Context: an optimization exercise on an open-source flow, tuned for small area, a short achievable clock period and few clock cycles per item. The choices shown serve that exercise and are no tape-out recipe.
No functional check of the RTL was part of any run shown here.
Power figures rest on the tool's default switching activity, not on a simulated workload.

==> flow/design.v <==
module ntsc_scf (
    input  wire         clk,
    input  wire         rst,
    input  wire         in_valid,
    output wire         in_ready,
    input  wire [7:0]   in_sample,
    input  wire         in_foff,
    output wire [9:0]   kt_addr,
    input  wire [671:0] kt_data,
    output reg          out_valid,
    input  wire         out_ready,
    output reg  [167:0] out_pix
);
    localparam TAPS = 14;
    function integer slot_w(input integer t);
        slot_w = (t >= 12) ? 16 : (t >= 10) ? 17 : (t >= 5) ? 18 : 19;
    endfunction
    reg        hold_v;
    reg  [7:0] hold_s;
    reg        hold_f;
    assign in_ready = !hold_v;
    wire       have_in = hold_v || in_valid;
    wire [7:0] cur_s   = hold_v ? hold_s : in_sample;
    wire       cur_f   = hold_v ? hold_f : in_foff;
    reg  [9:0] addr_q;                   
    reg        a_v, a_wr;
    reg  [1:0] a_m;
    reg  [9:0] b_addr;                   
    reg        b_v, b_wr;
    reg  [1:0] b_m;
    reg        b_sh3;                    
    reg  [9:0] r_addr;                   
    reg        r_v, r_wr;
    reg  [1:0] r_m;
    wire       commit  = b_v && (!b_wr || !out_valid || out_ready);
    wire       replay  = b_v && !commit;
    reg  [8:0] col;                      
    reg  [1:0] col_m;                    
    reg  [1:0] ph_q;                     
    reg  [7:0] last_s;                   
    wire       need_in = (col <= 9'd258);
    wire       consume = (col >= 9'd3) && need_in;
    wire       go_col  = !replay && !r_v && (!need_in || have_in);
    wire [7:0] smp     = need_in ? cur_s : last_s;
    wire [1:0] ph      = (col == 9'd0) ? {1'b0, cur_f} : ph_q;
    assign kt_addr = addr_q;
    always @(posedge clk) begin
        if (rst) begin
            hold_v <= 1'b0;
            col    <= 9'd0;
            col_m  <= 2'd0;
            a_v    <= 1'b0;
            b_v    <= 1'b0;
            r_v    <= 1'b0;
        end else begin
            if (go_col && consume)
                hold_v <= 1'b0;
            else if (!hold_v && in_valid) begin
                hold_v <= 1'b1;
                hold_s <= in_sample;
                hold_f <= in_foff;
            end
            if (go_col) begin
                col    <= (col == 9'd263) ? 9'd0 : col + 9'd1;
                col_m  <= (col_m == 2'd2) ? 2'd0 : col_m + 2'd1;
                ph_q   <= (ph == 2'd2) ? 2'd0 : ph + 2'd1;
                if (col == 9'd258)
                    last_s <= cur_s;
            end
            if (replay) begin
                addr_q <= b_addr;
                a_v    <= 1'b1;
                a_m    <= b_m;
                a_wr   <= b_wr;
                r_addr <= addr_q;
                r_v    <= a_v;
                r_m    <= a_m;
                r_wr   <= a_wr;
                b_v    <= 1'b0;
            end else begin
                if (r_v) begin
                    addr_q <= r_addr;
                    a_v    <= 1'b1;
                    a_m    <= r_m;
                    a_wr   <= r_wr;
                    r_v    <= 1'b0;
                end else begin
                    if (go_col)
                        addr_q <= {smp, ph};
                    a_v    <= go_col;
                    a_m    <= col_m;
                    a_wr   <= (col >= 9'd6);    
                end
                b_addr <= addr_q;
                b_v    <= a_v;
                b_m    <= a_m;
                b_sh3  <= (a_m == 2'd0);
                b_wr   <= a_wr;
            end
        end
    end
    function [7:0] quant(input signed [18:0] a);
        reg signed [19:0] s;
        begin
            s = ($signed({a[18], a}) + 20'sd32) >>> 6;
            if (s < 0)
                quant = 8'd0;
            else if (s > 255)
                quant = 8'd255;
            else
                quant = s[7:0];
        end
    endfunction
    wire [19*(TAPS+3)-1:0] xr, xg, xb;
    wire [19*TAPS-1:0]     nr, ng, nb;
    assign xr[0 +: 38] = 38'd0;  assign xg[0 +: 38] = 38'd0;  assign xb[0 +: 38] = 38'd0;
    assign xr[19*TAPS +: 57] = 57'd0;
    assign xg[19*TAPS +: 57] = 57'd0;
    assign xb[19*TAPS +: 57] = 57'd0;
    genvar t;
    generate
        for (t = 0; t < TAPS; t = t + 1) begin : slot
            localparam W = slot_w(t);
            wire signed [15:0]  tr = kt_data[48*t+32 +: 16];
            wire signed [15:0]  tg = kt_data[48*t+16 +: 16];
            wire signed [15:0]  tb = kt_data[48*t    +: 16];
            wire signed [W-1:0] sr = $signed(b_sh3 ? xr[19*(t+3) +: W] : xr[19*(t+2) +: W]) + tr;
            wire signed [W-1:0] sg = $signed(b_sh3 ? xg[19*(t+3) +: W] : xg[19*(t+2) +: W]) + tg;
            wire signed [W-1:0] sb = $signed(b_sh3 ? xb[19*(t+3) +: W] : xb[19*(t+2) +: W]) + tb;
            assign nr[19*t +: 19] = {{(19-W){sr[W-1]}}, sr};
            assign ng[19*t +: 19] = {{(19-W){sg[W-1]}}, sg};
            assign nb[19*t +: 19] = {{(19-W){sb[W-1]}}, sb};
            if (t >= 2) begin : keep
                reg signed [W-1:0] r, g, b;
                always @(posedge clk) begin
                    if (commit) begin
                        r <= sr;
                        g <= sg;
                        b <= sb;
                    end
                end
                assign xr[19*t +: 19] = {{(19-W){r[W-1]}}, r};
                assign xg[19*t +: 19] = {{(19-W){g[W-1]}}, g};
                assign xb[19*t +: 19] = {{(19-W){b[W-1]}}, b};
            end
        end
    endgenerate
    wire [23:0] px_old2 = {quant(xr[38 +: 19]), quant(xg[38 +: 19]), quant(xb[38 +: 19])};
    wire [23:0] px_new0 = {quant(nr[0 +: 19]),  quant(ng[0 +: 19]),  quant(nb[0 +: 19])};
    wire [23:0] px_new1 = {quant(nr[19 +: 19]), quant(ng[19 +: 19]), quant(nb[19 +: 19])};
    wire wr = commit && b_wr;
    always @(posedge clk) begin
        if (rst)
            out_valid <= 1'b0;
        else if (wr && b_m == 2'd2)
            out_valid <= 1'b1;
        else if (out_ready)
            out_valid <= 1'b0;
    end
    always @(posedge clk) begin
        if (wr) begin
            case (b_m)
                2'd0:    out_pix[0  +: 72] <= {px_new1, px_new0, px_old2};
                2'd1:    out_pix[72 +: 48] <= {px_new1, px_new0};
                default: out_pix[120 +: 48] <= {px_new1, px_new0};
            endcase
        end
    end
endmodule
==> flow/run.sh <==
#!/bin/bash
# synth_recipe.tcl (not shown) runs the flow's synth.tcl, then flattens the netlist and writes it again
# the make line also repeats each setting of config.mk as NAME=value (left out here)
make -C /OpenROAD-flow-scripts/flow DESIGN_CONFIG=/design/flow/config.mk WORK_HOME=/design/flow/orfs CLKGATE_MAP_FILE= SYNTH_SCRIPT=/design/flow/synth_recipe.tcl finish
==> flow/config.mk <==
export PLATFORM = sky130hd
export DESIGN_NAME = ntsc_scf
export DESIGN_NICKNAME = ntsc_scf
export VERILOG_FILES = /design/flow/design.v
export SDC_FILE = /design/flow/constraint.sdc
export NUM_CORES = 4
export LEC_CHECK = 0
export ABC_CLOCK_PERIOD_IN_PS = 3000
export CAP_MARGIN = 20
export CORE_MARGIN = 2
export CORE_UTILIZATION = 40
export SETUP_SLACK_MARGIN = 3.0
export SLEW_MARGIN = 20
==> flow/constraint.sdc <==
create_clock -name core_clock -period 6.0 [get_ports {clk}]
set_input_delay 1.2000 -clock core_clock [delete_from_list [all_inputs] [get_ports {clk}]]
set_output_delay 1.2000 -clock core_clock [all_outputs]
set_load 0.01 [all_outputs]
==> qor.txt, run 1 <==
FINAL LAYOUT
--------------------------------------------------------------------------------------
Final Instance Area                                                          91000 um2
Leading cell types in the layout, fill and taps excluded                  sky130_fd_sc_hd__edfxtp_1 (866), sky130_fd_sc_hd__clkdlybuf4s50_1 (861), sky130_fd_sc_hd__ha_1 (507), sky130_fd_sc_hd__mux2_2 (486), sky130_fd_sc_hd__buf_4 (462)
Number of inserted filler cells in the final layout                              12400
Layout cell share with drive strength beyond 1                                   0.360
Most frequent standard cell in the layout excluding fill and tap cells    sky130_fd_sc_hd__edfxtp_1
Final layout net count                                                            8521
Area growth from synthesis to final layout                                       47.4%

DETAILED ROUTING
--------------------------------------------------------------------------------------
Length of routed wiring on met1                                                98.9 mm
Number of iterations in the first detailed-routing pass                              6
Routed vias                                                                      50300
Top layer reached by signal wires                                                 met5
Drc violations                                                                       0
Via density                                                                       5.38
Number of DRC markers after the initial detailed-route iteration                  3018
Antenna Nets Post-Route                                                              0
Met2 wire len                                                                   103 mm
Wire length on met3                                                            12.9 mm
Wire length reported by the detailed router                                     226 mm
Detail-routed net length per standard cell                                     24.1 um

STA
--------------------------------------------------------------------------------------
Fin crit share                                                                   0.718
Pins Over Slew Limit                                                                 0
Slew headroom                                                                    0.287
Post-route setup slack                                                         1.69 ns
RSZ-0062 raised after global routing                                               yes
Final-report setup violation count                                                   0
Largest clock skew in the final design                                       0.0362 ns
Final hold violations                                                                0
Pin slew with the least headroom to its limit                                  1.06 ns
Fmax                                                                           232 MHz
Final critical delay including setup and external delays                       4.31 ns
Hold slack final                                                              0.451 ns

SETUP PATH
--------------------------------------------------------------------------------------
Setup crit end kind                                                           register
Start-to-end type of the worst setup path                                 register to register
Worst R2R Setup Slack                                                          1.69 ns
Reg2Reg Launch Point                                                             b_sh3
Crit Reg-Reg Endpoint                                                     out_pix[124]
Arrival @ worst endpoint                                                       4.79 ns
Data required time at the worst endpoint                                       6.48 ns
CP max stage delay                                                             0.41 ns
Gate family responsible for the most delay along the worst path           simple AND/OR/NAND/NOR gates
Ordered list of cells on the worst path                                   buf_12 -> buf_4 -> buf_12 -> buf_16 -> mux2_4 -> ha_4 -> nand4_1 -> a2bb2oi_4 -> a211oi_4 -> buf_4 -> or3_4 -> and2_4 -> nand2_4 -> nor4b_4 -> and3_4 -> a31oi_4 -> o41ai_4 -> buf_6 -> a21oi_4
Crit path buf inv count                                                              6
Endpoint of the most critical setup path                                  out_pix[124]
Start point of the critical path                                                 b_sh3
Register-to-Register Path Depth                                                     19
Kind of start point of the critical path                                      register
Critical Path Slowest Stage Cell                                          sky130_fd_sc_hd__edfxtp_1
Largest fanout on the critical path                                                  7
Total stage count of the critical path                                              19

PLACE
--------------------------------------------------------------------------------------
Placed inst area                                                             73300 um2
Final HPWL DP                                                                   163 mm
Worst slack at placement                                                      0.772 ns
Port Buffer Count                                                                  864
Global placer's final weighted congestion                                        0.957

YOSYS
--------------------------------------------------------------------------------------
Flops & latches, synth                                                             882
Post-synth EDFFs                                                                   866
Synthesized Nets                                                                  6912
Netlist Area Pre-Place                                                       61700 um2
Netlist cell types                                                                 101
Average size of a mapped cell                                                 11.1 um2
Number of warning messages in the yosys log                                          1
Share of flip-flops with an asynchronous set or reset                                0
Cells after synthesis                                                             5569
Primary FF master, synth                                                  sky130_fd_sc_hd__edfxtp_1
Proportion of synthesized chip area in sequential cells                          0.426

CLOCKING
--------------------------------------------------------------------------------------
Clock slew at the register clock pins of the worst setup and hold paths        0.06 ns
Maximum count of clock buffers along a single path                                   3
TritonCTS clock tree                                                             built
Post-CTS Hold Fix Bufs                                                               0
Clock latency at the later pin of the worst-skew pair                          0.76 ns
Htree depth                                                                          3
Cell at the root of the clock tree                                        sky130_fd_sc_hd__clkbuf_16
Number of CTS-inserted buffers                                                     108
Clock Sinks                                                                        882

GLOBAL ROUTE
--------------------------------------------------------------------------------------
First-pass GRT wire length                                                      312 mm
Number of antenna violations at the first check in global routing                  101
Gr usage total                                                                   0.265
Vias in the first global route                                                   48700
Leftover overflow at the end of global routing                                       0
Pin count of the biggest net entering global routing                               121

JOB
--------------------------------------------------------------------------------------
Reported max-cap violation count                                                     0

FLOORPLANNING
--------------------------------------------------------------------------------------
DIE WIDTH                                                                       397 um
Effective utilization at floorplan                                               0.402
Y dimension of the die                                                          397 um
Core Region                                                                 154000 um2
Die Area                                                                    158000 um2
Top Ports                                                                          865
Placement row count                                                                144

POWER AND IR DROP
--------------------------------------------------------------------------------------
Leakage power                                                                  35.2 nW
Power per Cell Area                                                         264 nW/um2
Worst supply voltage drop on vdd                                              0.290 mV

HOLD PATH
--------------------------------------------------------------------------------------
Kind of path behind the tightest hold check                               register to register

RUN STATUS
--------------------------------------------------------------------------------------
Run status                                                    timing/DRC/antenna clean

per-layer routing:
| metal | vias to the layer above | GRT usage |
|---|---|---|
| met2 | 1445 | 0.417 |
| met5 | - | 0 |
| met3 | 436 | 0.0503 |
| met4 | 76 | 0.104 |
| met1 | 24400 | 0.360 |
| li1 | 24000 | - |
cell families after synthesis:
group                    synth area share
AND/OR/NAND/NOR                     0.101
AO/OA/AOI/OAI                       0.123
flip-flops                          0.426
adder cells (fa/ha/maj)             0.137
multiplexers                        0.111
XOR/XNOR                           0.0767
buffers and inverters              0.0251
metrics by stage:
step | power, mW | std cells | utilization | TNS, ns
floorplan | 12.6 | 5569 | - | -5912.50
global placement | 14.5 | 8415 | 0.477 | 0
detailed placement | 14.6 | 8415 | 0.477 | 0
CTS | 22.6 | 9049 | 0.550 | 0
global route | 25.1 | 9349 | 0.592 | 0
finish | 24.0 | 9358 | 0.592 | 0
cell type report:
class                           count  area [um2]  area share
Multi-Input combinational cell   4278       41000       0.451
Sequential cell                   882       26300       0.289
Timing Repair Buffer             1595       16300       0.179
Clock buffer                      128        2810      0.0309
Tap cell                         2044        2560      0.0281
Inverter                          313        1190      0.0131
Clock inverter                     76         731     0.00803
Antenna cell                       42         105     0.00115
power by group:
| part | internal [mW] | switching [mW] |
|---|---|---|
| clock | 3.71 | 2.83 |
| sequential | 7.61 | 0.327 |
| combinational | 4.83 | 4.69 |
| total | 16.2 | 7.85 |
worst min-delay path by stage:
stage / from / to / slack, ns / cells past startpoint
after floorplan: a_wr / b_wr / 0.42 / 0
after global placement: a_wr / r_wr / 0.44 / 0
after detailed placement: a_v / r_v / 0.45 / 2
after CTS: a_wr / r_wr / 0.45 / 0
after global routing: a_wr / r_wr / 0.47 / 0
final: a_wr / b_wr / 0.45 / 0
state kept, by name, summed over array words and instances (netlist names), 8 cells and up:
name and count:
addr_q 10, b_addr 10, col 9, hold_s 8, last_s 8, out_pix 168
r_addr 10, slot.keep.b 213, slot.keep.g 213, slot.keep.r 213
what timing repair did:
action	4_1_cts	5_1_grt
resized for setup	1001	925
setup buffers	401	261
setup endpoints to repair	1026	839
pin swaps	318	700
cloned	29	6
synthesized netlist by cell type (all sizes together) (13+ instances only):
library cell,count,area share
a211oi,18,0.0026
a21boi,104,0.013
a21o,83,0.010
a21oi,374,0.031
a311o,13,0.0021
a31oi,20,0.0024
a41oi,22,0.0031
and2,30,0.0030
and3,57,0.0058
clkbuf,87,0.0053
dfxtp,16,0.0052
edfxtp,866,0.42
fa,30,0.0097
ha,628,0.13
inv,313,0.019
mux2,544,0.099
mux2i,68,0.011
nand2,233,0.014
nand2b,51,0.0052
nand3,95,0.0077
nand4,16,0.0016
nor2,437,0.027
nor2b,134,0.014
nor3,127,0.010
nor4,18,0.0019
o2111ai,15,0.0022
o211ai,19,0.0024
o21a,44,0.0053
o21ai,286,0.023
o21bai,28,0.0036
o31a,26,0.0037
o31ai,13,0.0016
or3,39,0.0040
xnor2,418,0.059
xor2,123,0.017
==> run 2: changes to the inputs <==
==> flow/config.mk (replaced) <==
export PLATFORM = sky130hd
export DESIGN_NAME = ntsc_scf
export DESIGN_NICKNAME = ntsc_scf
export VERILOG_FILES = /design/flow/design.v
export SDC_FILE = /design/flow/constraint.sdc
export NUM_CORES = 4
export LEC_CHECK = 0
export ABC_CLOCK_PERIOD_IN_PS = 2500
export CAP_MARGIN = 20
export CORE_MARGIN = 2
export CORE_UTILIZATION = 40
export SETUP_SLACK_MARGIN = 3.5
export SLEW_MARGIN = 20
==> run 2 against run 1 <==
  * Still clean on timing, DRC and antenna
  * Power rose by 0.85%
  * Largest power group unchanged
  * Non-clock buffer count rose by 35
  * Core utilization rose by 0.17 points
==> qor.txt, run 2 <==
POWER AND IR DROP
--------------------------------------------------------------------------------------
Leakage power                                                                  35.7 nW   +1.5%
Worst supply voltage drop on vdd                                              0.292 mV   +0.79%
Design Power                                                                   24.2 mW   +0.85%
Power per Cell Area                                                         265 nW/um2   +0.56%

STA
--------------------------------------------------------------------------------------
Fmax                                                                           232 MHz   +0.10%
Fin crit share                                                                   0.717   -0.000745
Pin slew with the least headroom to its limit                                  1.02 ns   -0.0331 ns
Hold slack final                                                              0.450 ns   -0.00146 ns
Final hold violations                                                                0   unchanged
Post-route setup slack                                                         1.70 ns   +0.00447 ns
Final critical delay including setup and external delays                       4.30 ns   -0.00447 ns
Slew headroom                                                                    0.318   +0.0304
Pins Over Slew Limit                                                                 0   unchanged
Largest clock skew in the final design                                       0.0364 ns   +0.000147 ns
RSZ-0062 raised after global routing                                               yes
Final-report setup violation count                                                   0   unchanged

CLOCKING
--------------------------------------------------------------------------------------
Clock slew at the register clock pins of the worst setup and hold paths        0.06 ns   about the same
Number of CTS-inserted buffers                                                     108   unchanged
Cell at the root of the clock tree                                        sky130_fd_sc_hd__clkbuf_16
Post-CTS Hold Fix Bufs                                                               0   unchanged
Clock Sinks                                                                        882   unchanged
Clock latency at the later pin of the worst-skew pair                          0.75 ns   about the same
TritonCTS clock tree                                                             built
Maximum count of clock buffers along a single path                                   3   unchanged
Htree depth                                                                          3   unchanged

HOLD PATH
--------------------------------------------------------------------------------------
Kind of path behind the tightest hold check                               register to register
Worst Hold Depth                                                                     0   unchanged
Start point of the worst hold path                                                a_wr
Hold worst-path end                                                               b_wr

YOSYS
--------------------------------------------------------------------------------------
Netlist Area Pre-Place                                                       61700 um2   unchanged
Share of flip-flops with an asynchronous set or reset                                0   unchanged
Average size of a mapped cell                                                 11.1 um2   unchanged
Post-synth EDFFs                                                                   866   unchanged
Proportion of synthesized chip area in sequential cells                          0.426   unchanged
Flops & latches, synth                                                             882   unchanged
Most common cell in the netlist                                           sky130_fd_sc_hd__edfxtp_1
Most numerous cell types in the synthesized netlist                       sky130_fd_sc_hd__edfxtp_1 (866), sky130_fd_sc_hd__ha_1 (628), sky130_fd_sc_hd__mux2_2 (543)
Largest area contributor in the synthesized netlist                       sky130_fd_sc_hd__edfxtp_1
Top cell type's share of synthesized area                                        0.421   unchanged
Synthesized Nets                                                                  6912   unchanged
Leading cell types by total area after synthesis                          sky130_fd_sc_hd__edfxtp_1 (42%), sky130_fd_sc_hd__ha_1 (13%), sky130_fd_sc_hd__mux2_2 (9.9%)
Primary FF master, synth                                                  sky130_fd_sc_hd__edfxtp_1
Netlist cell types                                                                 101   unchanged
Number of warning messages in the yosys log                                          1   unchanged
Cells after synthesis                                                             5569   unchanged

DETAILED ROUTING
--------------------------------------------------------------------------------------
Number of DRC markers after the initial detailed-route iteration                  3253   +7.8%
Drc violations                                                                       0   unchanged
Length of routed wiring on met1                                                 100 mm   +1.3%
Via density                                                                       5.40   +0.49%
Antenna Nets Post-Route                                                              0   unchanged
Wire length reported by the detailed router                                     229 mm   +1.4%
Routed vias                                                                      50700   +0.84%
Top layer reached by signal wires                                                 met5
Met2 wire len                                                                   105 mm   +1.4%
Detail-routed net length per standard cell                                     24.4 um   +1.1%
Number of iterations in the first detailed-routing pass                              5   -1
Wire length on met3                                                            12.7 mm   -1.3%

PLACE
--------------------------------------------------------------------------------------
Global placer's final weighted congestion                                        0.957   unchanged
Final HPWL DP                                                                   163 mm   unchanged
Worst slack at placement                                                      0.772 ns   unchanged
Port Buffer Count                                                                  864   unchanged

RUN STATUS
--------------------------------------------------------------------------------------
Run status                                                    timing/DRC/antenna clean

SETUP PATH
--------------------------------------------------------------------------------------
Setup crit end kind                                                           register
Worst R2R Setup Slack                                                          1.70 ns   about the same
Crit Reg-Reg Endpoint                                                      out_pix[42]
Register-to-Register Path Depth                                                     18   -1
Largest fanout on the critical path                                                  8   +1
Arrival @ worst endpoint                                                       4.78 ns   about the same
Kind of start point of the critical path                                      register
Start-to-end type of the worst setup path                                 register to register
Data required time at the worst endpoint                                       6.48 ns   about the same
Reg2Reg Launch Point                                                             b_sh3

FINAL LAYOUT
--------------------------------------------------------------------------------------
Area growth from synthesis to final layout                                       47.9%
Leading cell types in the layout, fill and taps excluded                  sky130_fd_sc_hd__edfxtp_1 (866), sky130_fd_sc_hd__clkdlybuf4s50_1 (683), sky130_fd_sc_hd__ha_1 (507), sky130_fd_sc_hd__mux2_2 (483), sky130_fd_sc_hd__buf_4 (459)
Largest regs                                                              slot.keep.b x213, slot.keep.g x213, slot.keep.r x213
Layout cell share with drive strength beyond 1                                   0.397   +0.0363
Final layout net count                                                            8557   +0.42%
Most frequent standard cell in the layout excluding fill and tap cells    sky130_fd_sc_hd__edfxtp_1

GLOBAL ROUTE
--------------------------------------------------------------------------------------
First-pass GRT wire length                                                      316 mm   +1.5%
Vias in the first global route                                                   49300   +1.2%
Leftover overflow at the end of global routing                                       0   unchanged
Pin count of the biggest net entering global routing                                74   -39%
Gr usage total                                                                   0.270   +0.00430
Number of antenna violations at the first check in global routing                  102   +0.99%

FLOORPLANNING
--------------------------------------------------------------------------------------
Y dimension of the die                                                          397 um   unchanged
Effective utilization at floorplan                                               0.402   unchanged
Placement row count                                                                144   unchanged
Top Ports                                                                          865   unchanged
Die Area                                                                    158000 um2   unchanged
DIE WIDTH                                                                       397 um   unchanged
Core Region                                                                 154000 um2   unchanged

JOB
--------------------------------------------------------------------------------------
Reported max-cap violation count                                                     0   unchanged

-- run 2: cell counts after synthesis --
No cell type changed its count.
-- run 2: worst max-delay path, cell delays in order, from the launching register on --
cell	delay, ns
sky130_fd_sc_hd__edfxtp_1	0.41
sky130_fd_sc_hd__buf_12	0.17
sky130_fd_sc_hd__buf_12	0.14
sky130_fd_sc_hd__buf_16	0.15
sky130_fd_sc_hd__buf_12	0.13
sky130_fd_sc_hd__buf_16	0.12
sky130_fd_sc_hd__buf_8	0.12
sky130_fd_sc_hd__mux2i_1	0.46
sky130_fd_sc_hd__o221ai_4	0.23
sky130_fd_sc_hd__o211a_4	0.30
sky130_fd_sc_hd__o2111ai_4	0.25
sky130_fd_sc_hd__a21oi_2	0.11
sky130_fd_sc_hd__o41a_1	0.39
sky130_fd_sc_hd__buf_4	0.16
sky130_fd_sc_hd__nor2_2	0.08
sky130_fd_sc_hd__xor2_1	0.26
sky130_fd_sc_hd__a41o_2	0.27
sky130_fd_sc_hd__buf_12	0.16
sky130_fd_sc_hd__a31oi_4	0.09
-- run 2: area by class of cell --
cell class	instances	area, um2
fillers	12300	62400
multi-input cells	4279	41500
flip-flops and latches	882	26300
repair buffers	1630	16000
clock buffers	128	2810
well taps	2044	2560
inverters	313	1180
clock inverters	76	731
diodes	39	97.6
-- run 2: routing by layer --
layer,vias to the layer above,track usage
met4,72,0.112
met2,1486,0.421
li1,24000,-
met1,24700,0.366
met5,-,0
met3,458,0.0503
-- run 2: how the worst max path moves through the flow --
stage / from / endpoint / slack [ns] / depth (start not counted)
finish: b_sh3 / out_pix[42] / 1.70 / 18
global route: b_sh3 / slot[7].keep.r[17] / 1.61 / 21
CTS: b_sh3 / out_pix[42] / 1.74 / 16
detailed placement: kt_data[83] / out_pix[161] / 0.77 / 15
global placement: kt_data[560] / slot[11].keep.r[16] / 0.74 / 15
floorplan: out_ready / out_pix[100] / -10.12 / 4
-- run 2: kinds of logic (layout without fill, tap and decap cells) --
group           count (synthesis)  after routing  share of synthesized area
simple gates                 1286           1287                      0.101
mux                           612            612                      0.111
compound gates               1180           1180                      0.123
fa+ha+maj                     659            659                      0.137
flops                         882            882                      0.426
xor+xnor                      541            541                     0.0767
other cells                     0             39                          0
buf+inv                       409           2147                     0.0251
-- run 2: metrics by stage --
step | instances | cell area (um2) | TNS, ns | util
4_1_cts | 9119 | 85100 | 0 | 0.554
6_report | 9391 | 91300 | 0 | 0.594
5_1_grt | 9387 | 91300 | 0 | 0.594
3_3_place_gp | 8415 | 73300 | 0 | 0.477
3_5_place_dp | 8415 | 73300 | 0 | 0.477
2_1_floorplan | 5569 | 62300 | -5912.50 | -
-- run 2: report_power, final --
part,internal (mW),switching [mW],total (mW)
logic,4.94,4.78,9.72
clock network,3.71,2.83,6.55
registers,7.61,0.324,7.94
-- run 2: what timing repair did --
item / CTS / global route
resized for setup: 1882 / 906
gates cloned: 37 / 4
endpoints found under the setup margin: 1537 / 1181
buffers inserted: 463 / 229
pin swaps: 363 / 677

[what the ideal ports hide]
Ports are ideal in the flow. The routed layouts listed here were re-timed in OpenROAD. Step 1 (the two cells are an assumption about what drives the block):
set clk [get_ports {clk}]
set_driving_cell -lib_cell sky130_fd_sc_hd__clkbuf_16 $clk
set_driving_cell -lib_cell sky130_fd_sc_hd__buf_2 [delete_from_list [all_inputs] $clk]
Step 2, shift: input delay + t, output delay - t, t = (earliest + latest rising clock arrival at the registers) / 2. This alone moves slack from input paths to output paths. Slacks: ideal / step 1 / step 2; pairs: ideal / step 1.
| run | t, ns | slack for setup (ns) | clock arrival spread, ns |
|---|---|---|---|
| run 1 | 0.823 | 1.693 / 1.693 / 1.052 | 0.043 / 0.044 |
| run 2 | 0.823 | 1.698 / 1.698 / 1.051 | 0.046 / 0.046 |
After both steps every run listed still meets setup and hold. For run 2, which loses most, drivers alone change the setup slack by 0.000 ns; drivers and shift together by -0.647 ns.
